Context: an optimization exercise on an open-source flow, tuned for small area, a short achievable clock period and few clock cycles per item. The choices shown serve that exercise and are no tape-out recipe.
In this exercise RTL edits were held to simulation tests only and were not proved equivalent to the original.

==> run a: inputs <==
==> flow/design.v <==
module bigreg_muldiv (
    input  wire         clk,
    input  wire         rst,       
    input  wire         start,     
    input  wire         op,        
    input  wire [127:0] a,         
    input  wire [127:0] b,         
    output wire         ready,
    output reg          done,
    output wire [255:0] result
);
    reg         busy;
    reg         op_r;        
    reg         lead;        
    reg [8:0]   cnt;         
    reg [127:0] opnd;        
    reg [255:0] acc;
    reg [128:0] rem;         
    assign ready  = !busy;
    assign result = acc;
    wire sign = rem[128];
    wire mbit = acc[255];
    wire [128:0] ax  = op_r ? {rem[127:0], acc[255]} : {1'b0, acc[126:0], 1'b0};
    wire [128:0] ay  = op_r ? ({1'b0, opnd} ^ {129{~sign}}) : ({1'b0, opnd} & {129{mbit}});
    wire         cin = op_r & ~sign;
    wire [128:0] sum = ax + ay + {128'd0, cin};
    wire bz = ~|opnd;
    wire q  = ~sum[128] | bz;
    wire [127:0] above;      
    assign above[127] = 1'b0;
    genvar j;
    generate
        for (j = 0; j < 127; j = j + 1) begin : g_above
            assign above[j] = |opnd[127:j+1];
        end
    endgenerate
    wire [135:0] dx     = {rem[127:0], acc[255:248]};
    wire         dsmall = ~|dx[135:128] & ~|(dx[127:0] & ~above);
    wire more8 = |cnt[8:3];
    wire skip  = more8 & (op_r ? (lead & dsmall & ~bz & ~sign) : ~|acc[255:248]);
    wire [8:0] cnt_n = cnt - (skip ? 9'd8 : 9'd1);
    always @(posedge clk) begin
        if (rst) begin
            busy <= 1'b0;
            done <= 1'b0;
        end else begin
            done <= 1'b0;
            if (!busy) begin
                busy <= start;
            end else if (cnt_n == 9'd0) begin
                busy <= 1'b0;
                done <= 1'b1;
            end
        end
        if (!busy) begin
            op_r <= op;
            opnd <= b;
            lead <= 1'b1;
            cnt  <= op ? 9'd256 : 9'd128;
            acc  <= {a, 128'd0};
            rem  <= 129'd0;
        end else begin
            cnt <= cnt_n;
            if (skip) begin
                acc <= {acc[247:0], 8'd0};
                rem <= {rem[120:0], acc[255:248]};
            end else begin
                lead <= 1'b0;
                rem  <= sum;
                if (op_r)
                    acc <= {acc[254:0], q};
                else
                    acc <= {acc[254:127] + {127'd0, sum[128]}, sum[127:0]};
            end
        end
    end
endmodule
==> flow/run.sh <==
#!/bin/bash
# synth_recipe.tcl (not shown) runs the flow's synth.tcl, then flattens the netlist and writes it again
# the make line also repeats each setting of config.mk as NAME=value (left out here)
make -C /OpenROAD-flow-scripts/flow DESIGN_CONFIG=/design/flow/config.mk WORK_HOME=/design/flow/orfs CLKGATE_MAP_FILE= SYNTH_SCRIPT=/design/flow/synth_recipe.tcl finish
==> flow/config.mk <==
export PLATFORM = sky130hd
export DESIGN_NAME = bigreg_muldiv
export DESIGN_NICKNAME = bigreg_muldiv
export VERILOG_FILES = /design/flow/design.v
export SDC_FILE = /design/flow/constraint.sdc
export NUM_CORES = 4
export LEC_CHECK = 0
export CAP_MARGIN = 20
export CORE_MARGIN = 2
export CORE_UTILIZATION = 40
export SETUP_SLACK_MARGIN = 4.5
export SLEW_MARGIN = 20
==> flow/constraint.sdc <==
create_clock -name core_clock -period 10.0 [get_ports {clk}]
set_input_delay 2.0000 -clock core_clock [delete_from_list [all_inputs] [get_ports {clk}]]
set_output_delay 2.0000 -clock core_clock [all_outputs]
set_load 0.01 [all_outputs]
==> run b (differences from run a) <==
==> flow/design.v, changed modules only <==
module bigreg_muldiv (
    input  wire         clk,
    input  wire         rst,       
    input  wire         start,     
    input  wire         op,        
    input  wire [127:0] a,         
    input  wire [127:0] b,         
    output wire         ready,
    output reg          done,
    output wire [255:0] result
);
    localparam OP_MUL = 1'b0;
    localparam OP_DIV = 1'b1;
    reg         busy;
    reg         op_r;
    reg [8:0]   count;       
    reg [127:0] opnd;        
    reg [255:0] acc;         
    reg [127:0] rem;         
    assign ready  = !busy;
    assign result = acc;
    wire [128:0] mul_sum = {1'b0, acc[255:128]} + (acc[0] ? {1'b0, opnd} : 129'd0);
    wire [128:0] div_shift = {rem, acc[255]};
    wire [129:0] div_diff  = {1'b0, div_shift} - {2'b00, opnd};
    wire         div_fits  = !div_diff[129];
    always @(posedge clk) begin
        if (rst) begin
            busy  <= 1'b0;
            done  <= 1'b0;
            count <= 9'd0;
        end else begin
            done <= 1'b0;
            if (!busy) begin
                if (start) begin
                    busy  <= 1'b1;
                    op_r  <= op;
                    opnd  <= b;
                    rem   <= 128'd0;
                    if (op == OP_MUL) begin
                        acc   <= {128'd0, a};
                        count <= 9'd128;
                    end else begin
                        acc   <= {a, 128'd0};
                        count <= 9'd256;
                    end
                end
            end else begin
                if (op_r == OP_MUL) begin
                    acc <= {mul_sum, acc[127:1]};
                end else begin
                    acc <= {acc[254:0], div_fits};
                    if (div_fits)
                        rem <= div_diff[127:0];
                    else
                        rem <= div_shift[127:0];
                end
                count <= count - 9'd1;
                if (count == 9'd1) begin
                    busy <= 1'b0;
                    done <= 1'b1;
                end
            end
        end
    end
endmodule
SETUP_SLACK_MARGIN = default   (was 4.5)
==> run c (differences from run a) <==
SETUP_SLACK_MARGIN = default   (was 4.5)
==> summary.txt <==
item	run a	run b	run c
Run status	complete, no violations	complete, no violations	complete, no violations
Post-route setup slack	3.30 ns	4.14 ns	1.07 ns
Number of design-rule violations left by the first detailed-router iteration	4259	3590	3429
Area share of xor/xnor cells in the synthesized design	9.29%	5.21%	9.29%
Number of global-route vias before repair	36000	35800	34700
Setup Fix Bufs, Post-CTS	87	0	0
Required @ worst endpoint	10.51 ns	10.38 ns	10.51 ns
Tapcells	1176	1298	1176
Flip-flop and latch share of the layout cell area	25.0%	32.4%	26.8%
Final critical-path share of the clock period	67.0%	58.6%	89.3%
Drt total wl	163 mm	156 mm	156 mm
GPL Wtd Cong	1.03	1.01	0.988
Standard-cell row count	110	116	110
Most common cell on crit path	nand4_1	o21ai_0	a21oi_1
Initial core utilization	40.3%	40.3%	40.3%
Startpoint of the most critical hold path	lead	count[4]	lead
Standard cell area after detailed placement	0.0422 mm²	0.0460 mm²	0.0420 mm²
Testbench counts of run a, summed over its fixed seeds: cycles 47,996, items 384.
Testbench counts of run b, summed over its fixed seeds: cycles 75,912, items 384.
Testbench counts of run c, summed over its fixed seeds: cycles 47,996, items 384.

-- separate check: timing with driven ports --
In the flow no input, the clock included, has a driving cell. The finished layouts below were timed again as built, in two steps.
Step 1 sets driving cells, clkbuf_16 on the clock port and buf_2 on the other inputs (assumed; they add their load-dependent delay and slew).
Step 2 adds t to the input delays and takes it off the output delays; t is the mean of the earliest and latest rising clock arrival at the registers after step 1. Input paths then give back, and output paths get back, about the clock's delay inside the block.
a / b / c = ideal / step 1 / step 2; a / b = the first two.
run | t (ns) | setup slack, ns | latest minus earliest clock arrival (ns) | worst data-port slew with drivers (ns)
run a | 0.688 | 3.300 / 3.300 / 3.300 | 0.029 / 0.029 | 0.12
run b | 0.710 | 4.136 / 4.136 / 4.136 | 0.034 / 0.035 | 0.13
run c | 0.701 | 1.067 / 1.067 / 1.067 | 0.025 / 0.026 | 0.15
After both steps every run listed still meets setup and hold.
